This design comes from an exercise in tuning for small area, a short achievable clock period and few clock cycles on the open sky130 flow, not from production work. Function was not checked in any run shown here: the RTL went through the layout flow alone. Power figures rest on the tool's default switching activity, not on a simulated workload.

File: flow/run.sh
#!/bin/bash
# synth_recipe.tcl (not shown) runs the flow's synth.tcl, then flattens the netlist and writes it again
# the make line also repeats each setting of config.mk as NAME=value (left out here)
make -C /OpenROAD-flow-scripts/flow DESIGN_CONFIG=/design/flow/config.mk WORK_HOME=/design/flow/orfs CLKGATE_MAP_FILE= SYNTH_SCRIPT=/design/flow/synth_recipe.tcl finish
File: flow/config.mk
export PLATFORM = sky130hd
export DESIGN_NAME = tis80_core
export DESIGN_NICKNAME = tis80_core
export VERILOG_FILES = /design/flow/design.v
export SDC_FILE = /design/flow/constraint.sdc
export NUM_CORES = 4
export LEC_CHECK = 0
export CAP_MARGIN = 20
export CORE_MARGIN = 2
export CORE_UTILIZATION = 60
export PLACE_DENSITY = 0.7
export SETUP_SLACK_MARGIN = 5
export SLEW_MARGIN = 20
File: flow/constraint.sdc
create_clock -name core_clock -period 10.0 [get_ports {clk}]
set_input_delay 2.0000 -clock core_clock [delete_from_list [all_inputs] [get_ports {clk}]]
set_output_delay 2.0000 -clock core_clock [all_outputs]
set_load 0.01 [all_outputs]
File: flow/design.v
module tis80_core (
    input  wire        clk,
    input  wire        rst,
    output reg         mem_req,
    output reg         mem_we,
    output reg  [15:0] mem_addr,
    output reg  [7:0]  mem_wdata,
    input  wire        mem_ready,
    input  wire [7:0]  mem_rdata,
    output reg         step_done,
    output reg  [1:0]  step_outcome,
    output wire [16:0] pc_o,
    output wire [7:0]  acc_o,
    output wire [15:0] sp_o,
    output wire [2:0]  flags_o,
    output wire        halted_o,
    output wire        pmode_o,
    output wire        ie_o
);
    localparam OUT_CONTINUE = 2'd0, OUT_HALTED = 2'd1, OUT_OOB = 2'd2, OUT_UNKNOWN = 2'd3;
    localparam S_FETCH = 5'b00000,    
               S_OPER  = 5'b00001,    
               S_ALU   = 5'b00010,    
               S_PSR   = 5'b00011,    
               S_STOP  = 5'b00100,
               S_HANG  = 5'b00101,
               S_RD    = 5'b01000,    
               S_PTRH  = 5'b01001,    
               S_PTRL  = 5'b01010,    
               S_VECH  = 5'b01011,    
               S_VECL  = 5'b01100,    
               S_WR    = 5'b01101,    
               S_WR1   = 5'b01110,    
               S_WR2   = 5'b01111,    
               S_POP   = 5'b10000,    
               S_RIT   = 5'b10001,    
               S_RPCH  = 5'b10010,    
               S_RPCL  = 5'b10011,    
               S_PUSH  = 5'b10100,    
               S_CPCH  = 5'b10101,    
               S_CPCL  = 5'b10110,    
               S_CIT   = 5'b10111;    
    localparam T_NONE = 2'd0, T_LIVE = 2'd1, T_DEAD = 2'd2;
    localparam PC_HOLD = 3'd0, PC_INC1 = 3'd1, PC_INC3 = 3'd2, PC_JMP = 3'd3, PC_TGT = 3'd4;
    localparam A_HOLD = 3'd0, A_SHL = 3'd1, A_SHR = 3'd2, A_NOT = 3'd3, A_ALU = 3'd4, A_RD = 3'd5;
    localparam SP_HOLD = 3'd0, SP_POP = 3'd1, SP_INC = 3'd2, SP_SA = 3'd3, SP_RET0 = 3'd4;
    localparam P_HOLD = 3'd0, P_SHIFT = 3'd1, P_INC = 3'd2, P_PAIR = 3'd3, P_VEC = 3'd4;
    localparam W_HOLD = 2'd0, W_REG = 2'd1, W_OB = 2'd2;
    localparam K_PICK = 2'd0, K_0 = 2'd1, K_1 = 2'd2;
    localparam XI_OB = 2'd0, XI_OP0 = 2'd1, XI_CUR = 2'd2;
    localparam XD_REG = 2'd0, XD_OP0 = 2'd1, XD_RD = 2'd2;
    reg [4:0]  state;
    reg [16:0] pc;
    reg [7:0]  acc;
    reg [7:0]  sp;           
    reg [7:0]  x [0:15];
    reg [2:0]  flags;        
    reg        halted, pmode, ie;
    reg [7:0]  opcode;
    reg [1:0]  cnt;          
    reg [7:0]  op0;          
    reg [7:0]  wd;           
    reg [15:0] ptr;          
    reg        so_chk;       
    reg [1:0]  tmode;
    reg [8:0]  fbase;        
    reg [16:0] cm;
    reg        cur_acc;      
    reg [3:0]  cur_x;        
    reg        cur_v;
    integer i;
    assign pc_o      = pc;
    assign acc_o     = acc;
    assign sp_o      = {8'h01, sp};
    assign flags_o   = flags;
    assign halted_o  = halted;
    assign pmode_o   = pmode;
    assign ie_o      = ie;
    function known_op;
        input [7:0] op;
        begin
            case (op)
                8'h10, 8'h11, 8'h12, 8'h13, 8'h14, 8'h15, 8'h16, 8'h17, 8'h18, 8'h19,
                8'h20, 8'h21, 8'h22, 8'h23, 8'h24, 8'h25,
                8'h30, 8'h31, 8'h32, 8'h33, 8'h34, 8'h35, 8'h36, 8'h37, 8'h38, 8'h39,
                8'h40, 8'h41, 8'h42, 8'h43, 8'h44, 8'h45,
                8'h50, 8'h51, 8'h52, 8'h53, 8'h54, 8'h55: known_op = 1'b1;
                default:                                  known_op = 1'b0;
            endcase
        end
    endfunction
    wire st_fetch = (state == S_FETCH);
    wire st_oper  = (state == S_OPER);
    wire in_call  = (state == S_CPCL) || (state == S_CIT);
    wire [7:0]  ob = (st_oper && pc[16]) ? 8'h00 : mem_rdata;
    wire [16:0] need     = ~cm;
    wire [16:0] pk1h     = need & (~need + 17'd1);
    wire        pick_any = |need;
    reg  [3:0]  pk_x;        
    always @(*) begin
        pk_x = 4'd0;
        for (i = 0; i < 16; i = i + 1)
            if (pk1h[i + 1]) pk_x = pk_x | i[3:0];
    end
    wire        rs_acc  = st_fetch || (st_oper && opcode[2]) || (in_call && cur_acc);
    wire [3:0]  ridx    = in_call ? cur_x : op0[3:0];
    wire        rvalid  = in_call || (op0[7:4] == 4'd0);
    wire [7:0]  xr      = x[ridx];
    wire [7:0]  rsrc    = rs_acc ? acc : (rvalid ? xr : 8'h00);
    wire [16:0] pc_inc1 = pc + 17'd1;
    wire [16:0] pc_inc3 = pc + 17'd3;
    wire [15:0] ptr_inc = ptr + 16'd1;
    wire        sp_full = (sp == 8'hFF);
    wire [7:0]  sp_inc  = sp + 8'd1;
    wire [7:0]  sp_pop  = (sp > 8'h04) ? sp - 8'd1 : sp;
    wire        alu_sub = opcode[1];                        
    wire        alu_as  = (opcode[3:2] == 2'b00);           
    wire [7:0]  alu_b   = (alu_as && opcode[0]) ? op0 : rsrc;    
    wire [8:0]  alu_sum = {1'b0, acc} + {1'b0, alu_b ^ {8{alu_sub}}} + {8'd0, alu_sub};
    wire        alu_ovf = alu_sum[8] ^ alu_sub;
    reg  [7:0]  alu_out;
    always @(*) begin
        case (opcode[3:0])
            4'h6:    alu_out = acc & alu_b;
            4'h7:    alu_out = acc | alu_b;
            4'h8:    alu_out = acc ^ alu_b;
            4'h5:    alu_out = alu_b;                       
            default: alu_out = alu_ovf ? 8'h00 : alu_sum[7:0];
        endcase
    end
    reg  [1:0]  k_sel;
    wire [4:0]  pk_m    = pk1h[0] ? 5'd0 : {1'b0, pk_x} + 5'd1;
    wire [4:0]  cur_m   = cur_acc ? 5'd0 : {1'b0, cur_x} + 5'd1;
    wire [4:0]  sa_k    = (k_sel == K_0) ? 5'd0 :
                          (k_sel == K_1) ? 5'd1 :
                          in_call        ? (cur_v ? cur_m + 5'd2 : 5'd19) :
                          pick_any       ? pk_m + 5'd2 : 5'd0;
    wire [9:0]  sa_sum  = {fbase[8], fbase} + {5'd0, sa_k};
    wire        sa_low  = sa_sum[9] || (sa_sum[8:2] == 7'd0);
    wire [7:0]  sa      = sa_low ? 8'h04 : (sa_sum[8] ? 8'hFF : sa_sum[7:0]);
    wire [7:0]  sa_ret0 = (sp < 8'd21) ? 8'h04 : sp - 8'd17;
    always @(*) begin
        if (state[4]) begin
            mem_addr = {8'h01, sp};
            mem_req  = !(state[2] && sp_full);
            mem_we   = state[2];
        end else if (state[3]) begin
            mem_addr = ptr;
            mem_req  = 1'b1;
            mem_we   = state[2] && (state[1:0] != 2'b00);
        end else begin
            mem_addr = pc[15:0];
            mem_req  = (state[4:1] == 4'b0000) && !pc[16];
            mem_we   = 1'b0;
        end
        case (state)
            S_CPCH:  mem_wdata = pc[15:8];
            S_CPCL:  mem_wdata = pc[7:0];
            S_WR2:   mem_wdata = op0;
            default: mem_wdata = wd;
        endcase
    end
    reg [4:0]  st_n;
    reg [2:0]  pc_sel, acc_sel, ptr_sel, sp_sel;
    reg [1:0]  wd_sel, vid_sel, xi_sel, xd_sel, tmode_n, outcome_n;
    reg [2:0]  flags_n;
    reg        halted_n, pmode_n, ie_n, so_chk_n, done_n;
    reg        op0_ld, opc_ld, cnt_zero, cnt_inc;
    reg        x_we, x_wr_instr, acc_wr_instr;
    reg        cm_zero, cm_set, cm_one, cur_ld, cur_acc_ld;
    reg [1:0]  fb_sel;       
    task finish;
        input [1:0] outcome;
        begin
            done_n    = 1'b1;
            outcome_n = outcome;
            st_n      = (outcome == OUT_CONTINUE) ? S_FETCH : S_STOP;
        end
    endtask
    task dispatch;
        input nothing;       
        begin
            if (!ie || nothing)
                finish(OUT_CONTINUE);
            else begin
                ptr_sel = P_VEC;
                st_n    = S_VECH;
            end
        end
    endtask
    task stack_overflow;
        begin
            flags_n[1] = 1'b1;
            if (ie) begin
                vid_sel  = 2'd2;
                ptr_sel  = P_VEC;
                so_chk_n = 1'b1;
                st_n     = S_VECH;
            end else
                finish(OUT_CONTINUE);
        end
    endtask
    task call_overflow;
        begin
            pc_sel  = PC_TGT;
            tmode_n = T_NONE;
            stack_overflow;
        end
    endtask
    task call_start;
        begin
            fb_sel  = 2'd1;
            cm_zero = !(tmode == T_DEAD && fbase == {1'b0, sp});
            tmode_n = T_NONE;
            st_n    = S_CPCH;
        end
    endtask
    task call_next;
        begin
            sp_sel = SP_SA;
            if (cur_v) begin
                wd_sel = W_REG;
                cur_ld = 1'b1;
                cm_set = 1'b1;
                st_n   = S_CIT;
            end else begin
                pc_sel  = PC_TGT;
                tmode_n = T_LIVE;
                finish(OUT_CONTINUE);
            end
        end
    endtask
    task ret_next;
        begin
            sp_sel = SP_SA;
            if (pick_any) begin
                cur_ld = 1'b1;
                cm_set = 1'b1;
                st_n   = S_RIT;
            end else
                st_n   = S_RPCH;
        end
    endtask
    task wr_x;
        input [1:0] idx_sel;
        input [1:0] d_sel;
        begin
            x_we       = 1'b1;
            x_wr_instr = 1'b1;
            xi_sel     = idx_sel;
            xd_sel     = d_sel;
        end
    endtask
    task wr_acc;
        input [2:0] sel;
        begin
            acc_sel      = sel;
            acc_wr_instr = 1'b1;
        end
    endtask
    always @(*) begin
        st_n         = state;
        pc_sel       = PC_HOLD;
        acc_sel      = A_HOLD;
        sp_sel       = SP_HOLD;
        ptr_sel      = P_HOLD;
        wd_sel       = W_HOLD;
        vid_sel      = 2'd0;
        k_sel        = K_PICK;
        xi_sel       = XI_OP0;
        xd_sel       = XD_RD;
        tmode_n      = tmode;
        outcome_n    = step_outcome;
        flags_n      = flags;
        halted_n     = halted;
        pmode_n      = pmode;
        ie_n         = ie;
        so_chk_n     = so_chk;
        done_n       = 1'b0;
        op0_ld       = 1'b0;
        opc_ld       = 1'b0;
        cnt_zero     = 1'b0;
        cnt_inc      = 1'b0;
        x_we         = 1'b0;
        x_wr_instr   = 1'b0;
        acc_wr_instr = 1'b0;
        cm_zero      = 1'b0;
        cm_set       = 1'b0;
        cm_one       = 1'b0;
        cur_ld       = 1'b0;
        cur_acc_ld   = 1'b0;
        fb_sel       = 2'd0;
        case (state)
            S_FETCH: begin
                if (pc[16]) begin
                    finish(OUT_OOB);
                end else if (mem_ready) begin
                    opc_ld   = 1'b1;
                    cnt_zero = 1'b1;
                    pc_sel   = PC_INC1;
                    case (mem_rdata)
                        8'h14: begin wr_acc(A_SHL); finish(OUT_CONTINUE); end
                        8'h15: begin wr_acc(A_SHR); finish(OUT_CONTINUE); end
                        8'h19: begin wr_acc(A_NOT); finish(OUT_CONTINUE); end
                        8'h21: if (acc != 8'h00) begin pc_sel = PC_INC3; finish(OUT_CONTINUE); end
                               else st_n = S_OPER;
                        8'h22, 8'h23:
                               if (acc == 8'h00) begin pc_sel = PC_INC3; finish(OUT_CONTINUE); end
                               else st_n = S_OPER;
                        8'h24: begin pc_sel = PC_INC3; finish(OUT_CONTINUE); end   
                        8'h38: begin                                         
                            pc_sel     = PC_INC3;
                            flags_n[2] = 1'b1;
                            vid_sel    = 2'd3;
                            dispatch(1'b0);
                        end
                        8'h41: begin halted_n = 1'b1; finish(OUT_HALTED); end
                        8'h42: begin pmode_n = 1'b1; finish(OUT_CONTINUE); end
                        8'h43: begin ie_n    = 1'b1; finish(OUT_CONTINUE); end
                        8'h44: begin ie_n    = 1'b0; finish(OUT_CONTINUE); end
                        8'h50: begin                                         
                            tmode_n = T_NONE;
                            if (sp_full) stack_overflow;
                            else begin wd_sel = W_REG; st_n = S_PUSH; end
                        end
                        8'h51: begin                                         
                            tmode_n = T_NONE;
                            sp_sel  = SP_POP;
                            st_n    = S_POP;
                        end
                        8'h55: begin                                         
                            if (tmode == T_LIVE)
                                ret_next;
                            else begin
                                fb_sel     = 2'd2;
                                cm_one     = 1'b1;
                                cur_acc_ld = 1'b1;
                                sp_sel     = SP_RET0;
                                st_n       = S_RIT;
                            end
                        end
                        default: begin
                            if (!known_op(mem_rdata)) finish(OUT_UNKNOWN);
                            else st_n = S_OPER;
                        end
                    endcase
                end
            end
            S_OPER: begin
                if (pc[16] || mem_ready) begin
                    pc_sel  = PC_INC1;
                    cnt_inc = 1'b1;
                    case (opcode)
                        8'h10, 8'h11, 8'h12, 8'h13, 8'h16, 8'h17, 8'h18, 8'h35: begin
                            op0_ld = 1'b1;
                            st_n   = S_ALU;
                        end
                        8'h20, 8'h21, 8'h22, 8'h23: begin                   
                            ptr_sel = P_SHIFT;
                            if (cnt[0]) begin
                                pc_sel = PC_JMP;
                                finish(OUT_CONTINUE);
                            end
                        end
                        8'h25: begin                                         
                            ptr_sel = P_SHIFT;
                            if (cnt == 2'd0) begin
                                if (!(ob < 8'd3 && flags[ob[1:0]])) begin
                                    pc_sel = PC_INC3;
                                    finish(OUT_CONTINUE);
                                end
                            end else if (cnt == 2'd2) begin
                                pc_sel = PC_JMP;
                                finish(OUT_CONTINUE);
                            end
                        end
                        8'h30, 8'h36: begin                                  
                            if (cnt == 2'd2) begin
                                op0_ld = 1'b1;
                                if (ob[7:4] != 4'd0) finish(OUT_CONTINUE);
                                else st_n = opcode[1] ? S_PTRH : S_RD;
                            end else
                                ptr_sel = P_SHIFT;
                        end
                        8'h31, 8'h37: begin                                  
                            if (cnt == 2'd0) op0_ld = 1'b1;
                            else ptr_sel = P_SHIFT;
                            if (cnt == 2'd2) begin
                                if (!opcode[1]) begin
                                    wd_sel = W_REG;
                                    st_n   = S_WR;
                                end else
                                    st_n   = S_PTRH;
                            end
                        end
                        8'h32, 8'h33: begin                                  
                            if (cnt == 2'd0) op0_ld = 1'b1;
                            else begin
                                if (ob[7:4] == 4'd0) wr_x(XI_OB, opcode[0] ? XD_OP0 : XD_REG);
                                finish(OUT_CONTINUE);
                            end
                        end
                        8'h34: begin                                         
                            if (ob[7:4] == 4'd0) wr_x(XI_OB, XD_REG);
                            finish(OUT_CONTINUE);
                        end
                        8'h39: begin                                         
                            if (cnt == 2'd0) wd_sel = W_OB;
                            else if (cnt == 2'd1) op0_ld = 1'b1;
                            else ptr_sel = P_SHIFT;
                            if (cnt == 2'd3) st_n = S_WR1;
                        end
                        8'h40: dispatch(ob[7]);                              
                        8'h45: begin                                         
                            if (ob < 8'd3) flags_n[ob[1:0]] = 1'b0;
                            finish(OUT_CONTINUE);
                        end
                        8'h52: begin op0_ld = 1'b1; st_n = S_PSR; end        
                        8'h53: begin                                         
                            op0_ld  = 1'b1;
                            tmode_n = T_NONE;
                            sp_sel  = SP_POP;
                            st_n    = S_POP;
                        end
                        8'h54: begin                                         
                            ptr_sel = P_SHIFT;
                            if (cnt[0]) call_start;
                        end
                        default: finish(OUT_CONTINUE);
                    endcase
                end
            end
            S_ALU: begin
                wr_acc(A_ALU);
                vid_sel = 2'd1;
                ptr_sel = P_VEC;
                if (alu_as && alu_ovf) begin
                    flags_n[0] = 1'b1;
                    dispatch(1'b0);
                end else
                    finish(OUT_CONTINUE);
            end
            S_RD: if (mem_ready) begin
                wr_x(XI_OP0, XD_RD);
                finish(OUT_CONTINUE);
            end
            S_PTRH: if (mem_ready) begin
                wd_sel  = W_OB;
                ptr_sel = P_INC;
                st_n    = S_PTRL;
            end
            S_PTRL: if (mem_ready) begin
                ptr_sel = P_PAIR;
                if (!opcode[0])                                      
                    st_n = S_RD;
                else begin
                    wd_sel = W_REG;
                    st_n   = S_WR;
                end
            end
            S_WR, S_WR2: if (mem_ready) begin
                if (ptr[15:8] == 8'h01) tmode_n = T_NONE;
                finish(OUT_CONTINUE);
            end
            S_WR1: if (mem_ready) begin
                if (ptr[15:8] == 8'h01) tmode_n = T_NONE;
                ptr_sel = P_INC;
                st_n    = S_WR2;
            end
            S_PSR: begin
                tmode_n = T_NONE;
                if (sp_full) stack_overflow;
                else begin wd_sel = W_REG; st_n = S_PUSH; end
            end
            S_PUSH: if (mem_ready) begin
                sp_sel = SP_INC;
                finish(OUT_CONTINUE);
            end
            S_POP: if (mem_ready) begin
                if (opcode[1]) begin                                 
                    if (op0[7:4] == 4'd0) wr_x(XI_OP0, XD_RD);
                end
                else           wr_acc(A_RD);                         
                finish(OUT_CONTINUE);
            end
            S_VECH: if (mem_ready) begin
                wd_sel  = W_OB;
                ptr_sel = P_INC;
                st_n    = S_VECL;
            end
            S_VECL: if (mem_ready) begin
                so_chk_n = 1'b0;
                if (wd == 8'h00 && mem_rdata == 8'h00)
                    finish(OUT_CONTINUE);
                else if (so_chk)
                    st_n = S_HANG;               
                else begin
                    ptr_sel = P_PAIR;
                    call_start;
                end
            end
            S_CPCH: begin
                if (sp_full) call_overflow;
                else if (mem_ready) begin
                    sp_sel = SP_INC;
                    cur_ld = 1'b1;
                    cm_set = 1'b1;
                    st_n   = S_CPCL;
                end
            end
            S_CPCL, S_CIT: begin
                if (sp_full) call_overflow;
                else if (mem_ready) call_next;
            end
            S_RIT: if (mem_ready) begin
                if (cur_acc) acc_sel = A_RD;
                else begin
                    x_we   = 1'b1;
                    xi_sel = XI_CUR;
                end
                ret_next;
            end
            S_RPCH: if (mem_ready) begin
                ptr_sel = P_SHIFT;
                k_sel   = K_1;
                sp_sel  = SP_SA;
                st_n    = S_RPCL;
            end
            S_RPCL: if (mem_ready) begin
                pc_sel  = PC_JMP;
                k_sel   = K_0;
                sp_sel  = SP_SA;
                tmode_n = (fbase[8] || fbase[7:2] == 6'd0) ? T_NONE : T_DEAD;
                finish(OUT_CONTINUE);
            end
            default: ;                               
        endcase
    end
    wire [6:0]  vid = (vid_sel == 2'd0) ? ob[6:0] : {5'd0, vid_sel};
    wire [3:0]  x_widx = (xi_sel == XI_OB) ? ob[3:0] : (xi_sel == XI_OP0) ? op0[3:0] : cur_x;
    wire [7:0]  x_wd   = (xd_sel == XD_REG) ? rsrc : (xd_sel == XD_OP0) ? op0 : mem_rdata;
    wire [15:0] x_wdec = {15'd0, x_we} << x_widx;
    wire [16:0] cm_clr = {x_wdec & {16{x_wr_instr}}, acc_wr_instr};
    always @(posedge clk) begin
        if (rst) begin
            state        <= S_FETCH;
            pc           <= 17'h00200;
            acc          <= 8'h00;
            sp           <= 8'h04;
            flags        <= 3'b000;
            halted       <= 1'b0;
            pmode        <= 1'b0;
            ie           <= 1'b0;
            step_done    <= 1'b0;
            step_outcome <= OUT_CONTINUE;
            so_chk       <= 1'b0;
            tmode        <= T_NONE;
        end else begin
            state        <= st_n;
            flags        <= flags_n;
            halted       <= halted_n;
            pmode        <= pmode_n;
            ie           <= ie_n;
            step_done    <= done_n;
            step_outcome <= outcome_n;
            so_chk       <= so_chk_n;
            tmode        <= tmode_n;
            case (pc_sel)
                PC_INC1: pc <= pc_inc1;
                PC_INC3: pc <= pc_inc3;
                PC_JMP:  pc <= {1'b0, ptr[7:0], ob};
                PC_TGT:  pc <= {1'b0, ptr};
                default: ;
            endcase
            case (acc_sel)
                A_SHL:   acc <= {acc[6:0], 1'b0};
                A_SHR:   acc <= {1'b0, acc[7:1]};
                A_NOT:   acc <= ~acc;
                A_ALU:   acc <= alu_out;
                A_RD:    acc <= mem_rdata;
                default: ;
            endcase
            case (sp_sel)
                SP_POP:  sp <= sp_pop;
                SP_INC:  sp <= sp_inc;
                SP_SA:   sp <= sa;
                SP_RET0: sp <= sa_ret0;
                default: ;
            endcase
        end
        case (ptr_sel)
            P_SHIFT: ptr <= {ptr[7:0], ob};
            P_INC:   ptr <= ptr_inc;
            P_PAIR:  ptr <= {wd, mem_rdata};
            P_VEC:   ptr <= {8'h00, vid, 1'b0};
            default: ;
        endcase
        case (wd_sel)
            W_REG:   wd <= rsrc;
            W_OB:    wd <= ob;
            default: ;
        endcase
        if (op0_ld) op0    <= ob;
        if (opc_ld) opcode <= mem_rdata;
        if (cnt_zero)     cnt <= 2'd0;
        else if (cnt_inc) cnt <= cnt + 2'd1;
        case (fb_sel)
            2'd1:    fbase <= {1'b0, sp};
            2'd2:    fbase <= {1'b0, sp} - 9'd19;
            default: ;
        endcase
        cm <= ((cm & ~cm_clr) & {17{~(cm_zero | cm_one)}}) | (cm_set ? pk1h : 17'd0) | {16'd0, cm_one};
        if (cur_ld) begin
            cur_acc <= pk1h[0];
            cur_x   <= pk_x;
            cur_v   <= pick_any;
        end else if (cur_acc_ld)
            cur_acc <= 1'b1;
    end
    always @(posedge clk) begin
        if (rst) begin
            for (i = 0; i < 16; i = i + 1) x[i] <= 8'h00;
        end else if (x_we)
            x[x_widx] <= x_wd;
    end
endmodule
==> results of run 1 <==
[critical path: stages]
cell and delay (ns):
buf_12 0.11, or4_4 0.57, a2111oi_4 0.38, nand3_2 0.16
a31oi_4 0.25, o21ai_4 0.10, a21boi_4 0.22, or4_4 0.18
inv_4 0.04, ha_4 0.24, a21oi_2 0.05, nor2b_2 0.16
nand4_1 0.16, nor3_2 0.23, nand2_1 0.09, xor2_1 0.16
maj3_2 0.31, nor2_1 0.08, a21oi_1 0.05, nor3_1 0.17
[layout by cell type (no fill, tap or decap), drive strengths merged, types with 12 or more instances in the layout]
cell type	synthesis	routed
nor2	298	298
nand2	272	272
edfxtp	183	183
buf	46	136
o21ai	124	124
a21oi	100	100
dfxtp	69	69
clkdlybuf4s50	0	68
inv	58	59
nand3	57	57
ha	50	50
nor3	42	42
xor2	41	41
mux2i	38	39
nand2b	35	35
xnor2	34	34
clkbuf	92	34
o211ai	28	28
nor2b	27	27
nand4	25	25
a211oi	24	24
mux4	23	23
nor4	23	23
and3	22	22
a31oi	22	22
o31ai	19	19
and2	18	18
o221ai	16	16
a21o	15	15
a311oi	13	13
o21bai	12	12
or2	12	12
[cells by family (layout without fill, tap and decap cells)]
kind of cell	after synthesis	in the layout	synth area share [%]
AO/OA/AOI/OAI	502	502	19.29
AND/OR/NAND/NOR	877	877	23.26
buffers and inverters	199	321	4.695
other	2	8	0.04238
XOR/XNOR	75	75	3.707
flip-flops	252	252	38.81
adder cells (fa/ha/maj)	58	58	4.208
multiplexers	70	72	5.988
[sequential cells by signal, indices dropped and copies added (netlist names), 3 cells and up]
register	count
cur_x	4
op0	8
acc	8
opcode	8
flags	3
x	128
ptr	16
pc	17
cm	17
state	5
wd	8
fbase	9
sp	8
[final cells by class]
class | instances | area (sq um)
clock inverter | 18 | 225.2
fill | 2098 | 7412
sequential | 252 | 6899
clock buffer | 33 | 740.7
timing repair buffer | 209 | 2120
multi-input combinational | 1592 | 10740
inverter | 61 | 240.2
tap | 384 | 480.5
[report_power, final]
part           switching, uW  internal (uW)
sequential               222           1250
combinational           1070            774
clock                    466            657
[per-stage QoR]
stage                     cell area (sq um)  total power [uW]  setup WS (ns)  hold WS (ns)  cells
after floorplan                       17840              2402          4.569        0.4401   2041
after global placement                18770              2925          3.204        0.4493   2399
after detailed placement              18770              2952          2.987        0.4669   2399
after CTS                             20610              4217          4.974        0.4820   2499
after global routing                  21450              4587          4.639        0.5073   2549
final                                 21450              4437          4.795        0.4875   2549
[metal layers]
layer  vias to the layer above  wire (um)  track usage, %  part of all wire, %
li1                       7701          -               -                    -
met1                      8513      24460           51.95                   36
met2                      1450      31400           69.27                   46
met3                       426       7708           9.286                   11
met4                         0       5287           25.17                  7.7
met5                         -          0               0                    0
[worst paths after layout]
| check | endpoint | from | slack, ns |
|---|---|---|---|
| max | pc[15] | mem_rdata[4] | 4.79 |
| min reg2reg | pmode | pmode | 0.49 |
| max reg2reg | acc[7] | opcode[0] | 4.84 |
| min | pmode | pmode | 0.49 |
[timing repair]
| item | CTS | global route |
|---|---|---|
| setup buffers | 43 | 48 |
| gates cloned | 6 | 1 |
| gates resized for setup | 148 | 98 |
| setup endpoints to repair | 379 | 143 |
| pin swaps | 26 | 56 |
==> impl_metrics.ini, run 1 <==
[floorplan]
die_y_um = 175.9
die_w_um = 175.9
std_cell_rows = 62
die_area_sq_um = 30930
core_sq_um = 28860
ios = 87
start_util_pct = 61.41

[detailed_routing]
detail-route-antenna-nets = 0
drt-initial-drc-count = 2659
drc = 0
vias = 18090
drt_wl_total_um = 68850
post_drt_wl_per_cell_um = 27.01
via_per_inst = 7.097
drtPass1Iterations = 8

[clock_network]
clockBufferDepth = 3
clock_latency_ns = 0.57
path_clk_slew_ns = 0.07
htreeDepth = 1
cts-root-buf = clkbuf_16
cts_hold_buf = 0
cts_tree = yes
cts_sinks = 252
cts_buffers = 28

[global_routing]
first_global_vias = 17170
globalRouteTotalUtil_pct = 42.49
grt_pass1_wl_um = 101200
antenna_found_initial = 0
grt_start_max_net_pins = 46
grt_overflow = 0

[synthesis]
synth_top_cells_by_count = 293 x nor2_1, 262 x nand2_1, 183 x edfxtp_1, 116 x o21ai_0, 100 x a21oi_1
ys_async_sr_fraction_pct = 0
synth.cell_area_sq_um = 17720
yosysUniqueCellTypes = 100
ys_ff_latch = 252
synth_edf_count = 183
synth_top_cells_by_area = edfxtp_1 31%, dfxtp_1 7.8%, nor2_1 6.2%
synth-seq-area-share_pct = 38.81
syn_avg_cell_area_sq_um = 8.708
netlist_instances = 2035
yosysWarnings = 1
yosysMostFrequentCell = nor2_1
yosysTopAreaCell = edfxtp_1
synth_top_flop_cell = edfxtp_1
synth_top_area_share_pct = 31.01

[worst_setup_path]
endpoint_kind = flip-flop
worst-r2r-cell-count = 17
crit_type = in -> reg
cp_max_fo = 4
start_kind = input pin
worstPathRequired_ns = 10.50
arrival_ns = 5.71

[power_and_ir_drop]
peakVddDrop_uv = 179.1
p_per_area_nw_per_um2 = 206.9
leakagePower_uw = 0.008097

[sta]
period_share_pct = 52.05
hold_viol = 0
setup_tns_ns = 0
rsz0062_at_grt = true
tightest_slew_ns = 1.205
timing.slew.headroom_pct = 19.04
fin_crit_ns = 5.205
clock.fmax_mhz = 192.1
drv_slew = 0
finalClockSkew_ns = 0.01327
setup_violations = 0

[finish]
layout.nets = 2209
utilization_pct = 74.31
area_growth_pct = 21.02
drive_gt1_share_pct = 17.74
antenna_cells = 0

[hold_path]
worstHoldPathCells = 2
hp-class = reg -> reg

[place]
numPortBuffers = 78
post-dp-hpwl_um = 45750
routabilityCongestion = 1.019

[status]
outcome = timing/DRC/antenna clean

[flow_run]
drv_cap = 0
==> inputs of run 2 (changes only) <==
--- a/flow/design.v
+++ b/flow/design.v
@@ -44,5 +44,5 @@
     localparam PC_HOLD = 3'd0, PC_INC1 = 3'd1, PC_INC3 = 3'd2, PC_JMP = 3'd3, PC_TGT = 3'd4;
     localparam A_HOLD = 3'd0, A_SHL = 3'd1, A_SHR = 3'd2, A_NOT = 3'd3, A_ALU = 3'd4, A_RD = 3'd5;
-    localparam SP_HOLD = 3'd0, SP_POP = 3'd1, SP_INC = 3'd2, SP_SA = 3'd3, SP_RET0 = 3'd4;
+    localparam SP_HOLD = 2'd0, SP_POP = 2'd1, SP_INC = 2'd2, SP_SA = 2'd3;
     localparam P_HOLD = 3'd0, P_SHIFT = 3'd1, P_INC = 3'd2, P_PAIR = 3'd3, P_VEC = 3'd4;
     localparam W_HOLD = 2'd0, W_REG = 2'd1, W_OB = 2'd2;
@@ -67,6 +67,5 @@
     reg [16:0] cm;
     reg        cur_acc;      
-    reg [3:0]  cur_x;        
-    reg        cur_v;
+    reg [3:0]  cur_x;
     integer i;
     assign pc_o      = pc;
@@ -94,5 +93,5 @@
     wire in_call  = (state == S_CPCL) || (state == S_CIT);
     wire [7:0]  ob = (st_oper && pc[16]) ? 8'h00 : mem_rdata;
-    wire [16:0] need     = ~cm;
+    wire [16:0] need     = (st_fetch && tmode != T_LIVE) ? 17'h1FFFF : ~cm;
     wire [16:0] pk1h     = need & (~need + 17'd1);
     wire        pick_any = |need;
@@ -103,6 +102,6 @@
             if (pk1h[i + 1]) pk_x = pk_x | i[3:0];
     end
-    wire        rs_acc  = st_fetch || (st_oper && opcode[2]) || (in_call && cur_acc);
-    wire [3:0]  ridx    = in_call ? cur_x : op0[3:0];
+    wire        rs_acc  = st_fetch || (st_oper && opcode[2]) || (in_call && pk1h[0]);
+    wire [3:0]  ridx    = in_call ? pk_x : op0[3:0];
     wire        rvalid  = in_call || (op0[7:4] == 4'd0);
     wire [7:0]  xr      = x[ridx];
@@ -130,14 +129,13 @@
     end
     reg  [1:0]  k_sel;
+    wire [9:0]  sa_base = st_fetch ? ({2'b00, sp} - 10'd19) : {fbase[8], fbase};
     wire [4:0]  pk_m    = pk1h[0] ? 5'd0 : {1'b0, pk_x} + 5'd1;
-    wire [4:0]  cur_m   = cur_acc ? 5'd0 : {1'b0, cur_x} + 5'd1;
     wire [4:0]  sa_k    = (k_sel == K_0) ? 5'd0 :
                           (k_sel == K_1) ? 5'd1 :
-                          in_call        ? (cur_v ? cur_m + 5'd2 : 5'd19) :
-                          pick_any       ? pk_m + 5'd2 : 5'd0;
-    wire [9:0]  sa_sum  = {fbase[8], fbase} + {5'd0, sa_k};
+                          pick_any       ? pk_m + 5'd2 :
+                          in_call        ? 5'd19 : 5'd0;
+    wire [9:0]  sa_sum  = sa_base + {5'd0, sa_k};
     wire        sa_low  = sa_sum[9] || (sa_sum[8:2] == 7'd0);
     wire [7:0]  sa      = sa_low ? 8'h04 : (sa_sum[8] ? 8'hFF : sa_sum[7:0]);
-    wire [7:0]  sa_ret0 = (sp < 8'd21) ? 8'h04 : sp - 8'd17;
     always @(*) begin
         if (state[4]) begin
@@ -162,11 +160,11 @@
     end
     reg [4:0]  st_n;
-    reg [2:0]  pc_sel, acc_sel, ptr_sel, sp_sel;
-    reg [1:0]  wd_sel, vid_sel, xi_sel, xd_sel, tmode_n, outcome_n;
+    reg [2:0]  pc_sel, acc_sel, ptr_sel;
+    reg [1:0]  sp_sel, wd_sel, vid_sel, xi_sel, xd_sel, tmode_n, outcome_n;
     reg [2:0]  flags_n;
     reg        halted_n, pmode_n, ie_n, so_chk_n, done_n;
     reg        op0_ld, opc_ld, cnt_zero, cnt_inc;
     reg        x_we, x_wr_instr, acc_wr_instr;
-    reg        cm_zero, cm_set, cm_one, cur_ld, cur_acc_ld;
+    reg        cm_zero, cm_set, cur_ld;
     reg [1:0]  fb_sel;       
     task finish;
@@ -219,5 +217,5 @@
         begin
             sp_sel = SP_SA;
-            if (cur_v) begin
+            if (pick_any) begin
                 wd_sel = W_REG;
                 cur_ld = 1'b1;
@@ -287,7 +285,5 @@
         cm_zero      = 1'b0;
         cm_set       = 1'b0;
-        cm_one       = 1'b0;
         cur_ld       = 1'b0;
-        cur_acc_ld   = 1'b0;
         fb_sel       = 2'd0;
         case (state)
@@ -330,13 +326,7 @@
                         end
                         8'h55: begin                                         
-                            if (tmode == T_LIVE)
-                                ret_next;
-                            else begin
-                                fb_sel     = 2'd2;
-                                cm_one     = 1'b1;
-                                cur_acc_ld = 1'b1;
-                                sp_sel     = SP_RET0;
-                                st_n       = S_RIT;
-                            end
+                            fb_sel  = 2'd2;
+                            cm_zero = (tmode != T_LIVE);
+                            ret_next;
                         end
                         default: begin
@@ -433,8 +423,7 @@
             S_ALU: begin
                 wr_acc(A_ALU);
-                vid_sel = 2'd1;
-                ptr_sel = P_VEC;
                 if (alu_as && alu_ovf) begin
                     flags_n[0] = 1'b1;
+                    vid_sel    = 2'd1;
                     dispatch(1'b0);
                 end else
@@ -504,6 +493,4 @@
                 else if (mem_ready) begin
                     sp_sel = SP_INC;
-                    cur_ld = 1'b1;
-                    cm_set = 1'b1;
                     st_n   = S_CPCL;
                 end
@@ -585,5 +572,4 @@
                 SP_INC:  sp <= sp_inc;
                 SP_SA:   sp <= sa;
-                SP_RET0: sp <= sa_ret0;
                 default: ;
             endcase
@@ -610,11 +596,9 @@
             default: ;
         endcase
-        cm <= ((cm & ~cm_clr) & {17{~(cm_zero | cm_one)}}) | (cm_set ? pk1h : 17'd0) | {16'd0, cm_one};
+        cm <= ((cm & ~cm_clr) & {17{~cm_zero}}) | (cm_set ? pk1h : 17'd0);
         if (cur_ld) begin
             cur_acc <= pk1h[0];
             cur_x   <= pk_x;
-            cur_v   <= pick_any;
-        end else if (cur_acc_ld)
-            cur_acc <= 1'b1;
+        end
     end
     always @(posedge clk) begin
--- a/flow/config.mk
+++ b/flow/config.mk
@@ -8,6 +8,5 @@
 export CAP_MARGIN = 20
 export CORE_MARGIN = 2
-export CORE_UTILIZATION = 60
-export PLACE_DENSITY = 0.7
-export SETUP_SLACK_MARGIN = 5
+export CORE_UTILIZATION = 40
+export PLACE_DENSITY = 0.6
 export SLEW_MARGIN = 20
==> impl_metrics.ini, run 2 <==
[finish]
antenna_cells = 0
final_cell_mix = 297 x nand2_1, 287 x nor2_1, 182 x edfxtp_1, 120 x o21ai_0, 116 x a21oi_1
drive_gt1_share_pct = 6.215
fin_area_sq_um = 19670
seq_area_sq_um = 6848
area_growth_pct = 13.19
reg.largest.list = x (128), cm (17), pc (17)
multiInputGateArea_sq_um = 9709
regMostFlops = x
mostFrequentLayoutCell = nand2_1
largest_reg_flops = 128
fillers = 4212
utilization_pct = 45.76
layout.nets = 2179

[sta]
clock.fmax_mhz = 116.8
drv_slew = 0
hold_viol = 0
setup_ws_ns = 1.438
finalClockSkew_ns = 0.03776
timing.slew.headroom_pct = 22.42
rsz0062_at_grt = false
period_share_pct = 85.62
setup_violations = 0
fin_crit_ns = 8.562
tightest_slew_ns = 1.149
setup_tns_ns = 0

[floorplan]
die_area_sq_um = 45130
ios = 87
die_w_um = 212.4
die_y_um = 212.4
start_util_pct = 40.43
core_sq_um = 42980
std_cell_rows = 76

[clock_network]
cts-root-buf = clkbuf_16
cts_resized = 0
cts_hold_buf = 0
cts_setup_buffers = 0
cts_sinks = 251
clockBufferDepth = 3
clock_latency_ns = 0.61
path_clk_slew_ns = 0.06
cts_buffers = 30
htreeDepth = 1
cts_tree = yes

[global_routing]
grt_use_met2_pct = 40.62
first_global_vias = 15430
met1_usage_pct = 39.72
grt_pass1_wl_um = 93860
met3_usage_pct = 3.663
grt_overflow = 0
globalRouteTotalUtil_pct = 26.84
antenna_found_initial = 0
grt_busiest_layer = met2
grt_start_max_net_pins = 73

[worst_setup_path]
crit_path_frequent_cell = o21bai_1
crit_type = reg -> reg
endpoint_kind = flip-flop
cp_max_fo = 31
start_kind = flip-flop
critPathTopFamily = compound AO/OA/AOI/OAI gates
cp_slowest_stage_delay_ns = 0.86
worst-r2r-cell-count = 24
arrival_ns = 8.72
crit_slowest_cell = o41ai_1
reg2reg_slack_ns = 1.44
worst-path-stages = 24
path_cells = nor3_2 -> a311o_1 -> nor4_4 -> o22a_2 -> buf_4 -> a211oi_1 -> a311oi_1 -> a211oi_1 -> o41ai_1 -> nor2_1 -> o21bai_1 -> xnor2_1 -> ha_1 -> inv_1 -> o21bai_1 -> a21oi_1 -> o21bai_1 -> a21oi_1 -> xor2_1 -> buf_4 -> o21ai_0 -> a21boi_0 -> and2_1 -> nand2_1
worstPathRequired_ns = 10.16
path_buf_inv = 3

[detailed_routing]
drtPass1Iterations = 6
detail-route-antenna-nets = 0
via_per_inst = 6.141
drt_wl_total_um = 62120
drc = 0
drt-initial-drc-count = 2107
post_drt_wl_per_cell_um = 22.80
vias = 16730

[synthesis]
synth_top_cells_by_count = 297 x nand2_1, 288 x nor2_1, 182 x edfxtp_1, 120 x o21ai_0, 117 x a21oi_1
synth.cell_area_sq_um = 17380
yosysTopAreaCell = edfxtp_1
yosysWarnings = 1
yosysUniqueCellTypes = 91
synth_edf_count = 182
yosysMostFrequentCell = nand2_1
synth_top_flop_cell = edfxtp_1
synth-seq-area-share_pct = 39.40
syn_avg_cell_area_sq_um = 8.295
ys_ff_latch = 251
ys_async_sr_fraction_pct = 0
netlist_instances = 2095
synth_top_cells_by_area = edfxtp_1 31%, dfxtp_1 7.9%, nand2_1 6.4%
synth_top_area_share_pct = 31.45

[hold_path]
worstHoldPathCells = 2
hp-class = reg -> reg

[place]
placed_area_sq_um = 18650
routabilityCongestion = 0.9824
dp_slack_ns = 1.657
post-dp-hpwl_um = 44470
numPortBuffers = 78

[power_and_ir_drop]
p_per_area_nw_per_um2 = 186.3
p_total_uw = 3665
leakagePower_uw = 0.007197
peakVddDrop_uv = 145.3

[flow_run]
drv_cap = 0

[status]
outcome = timing/DRC/antenna clean
[run 2: area by class of cell]
| type | count | share of cell area, % |
|---|---|---|
| multi-input combinational | 1641 | 49.36 |
| tap | 585 | 3.721 |
| clock inverter | 19 | 0.9987 |
| sequential | 251 | 34.81 |
| timing repair buffer | 122 | 5.610 |
| clock buffer | 36 | 4.141 |
| inverter | 71 | 1.355 |
[run 2: worst min-delay path, delay by kind of cell (launching register included)]
family	cells	cell delay, ns
AND/OR/NAND/NOR	1	0.06
AO/OA/AOI/OAI	1	0.05
flip-flops	1	0.32
[run 2: path summary, 6_finish.rpt]
kind | startpoint | end
setup / recovery | state[1] | ptr[6]
hold / removal | flags[2] | flags[2]
setup reg to reg | state[1] | ptr[6]
hold reg to reg | flags[2] | flags[2]
[run 2: stage by stage]
stage / hold WS, ns / instances
after detailed placement: 0.4702 / 2669
after global routing: 0.5042 / 2725
after global placement: 0.4571 / 2669
after floorplan: 0.4578 / 2101
after CTS: 0.4861 / 2724
final: 0.4779 / 2725
[run 2: cell families after synthesis]
group / after synthesis / synth area share, %
multiplexers: 51 / 2.952
buffers and inverters: 209 / 4.982
other: 2 / 0.04322
AND/OR/NAND/NOR: 918 / 24.39
XOR/XNOR: 64 / 3.226
adder cells (fa/ha/maj): 51 / 3.845
flip-flops: 251 / 39.40
AO/OA/AOI/OAI: 549 / 21.16
[run 2: routing by layer]
layer  vias to the layer above  routed length [um]
li1                       7693                   -
met1                      8058               27860
met2                       872               26830
met3                       110                5695
met4                         0                1738
met5                         -                   0
[run 2: power by group]
group          total (uW)  internal (uW)  switching [uW]  leakage [uW]
logic                1250            452             801       0.00433
registers            1280           1180             105       0.00238
clock network        1130            657             473      0.000489

[static timing again, ports no longer ideal]
How much do the figures lean on ideal ports? The routed layouts below were timed once more, with nothing changed but the port constraints.
Step 1 assumes that a clkbuf_16 drives the clock port and a buf_2 every other input.
Step 2 times the ports against the registers' clock, not the clock port: input delays grow and output delays shrink by t, the midpoint of the rising clock arrivals with the driver on.
a / b / c = ideal ports / drivers / drivers and shift; a / b = the first two.
run	t (ns)	slack for setup (ns)	latest minus earliest clock arrival (ns)	worst data-port slew with drivers (ns)	pins driven straight from the clock port
run 1	0.623	4.795 / 4.797 / 4.173	0.014 / 0.013	0.07	1
run 2	0.647	1.438 / 1.438 / 1.438	0.038 / 0.038	0.03	1
After both steps every run listed still meets setup and hold. The setup slack of run 1, which loses most, moves by +0.002 ns with the drivers and by -0.622 ns with both steps.
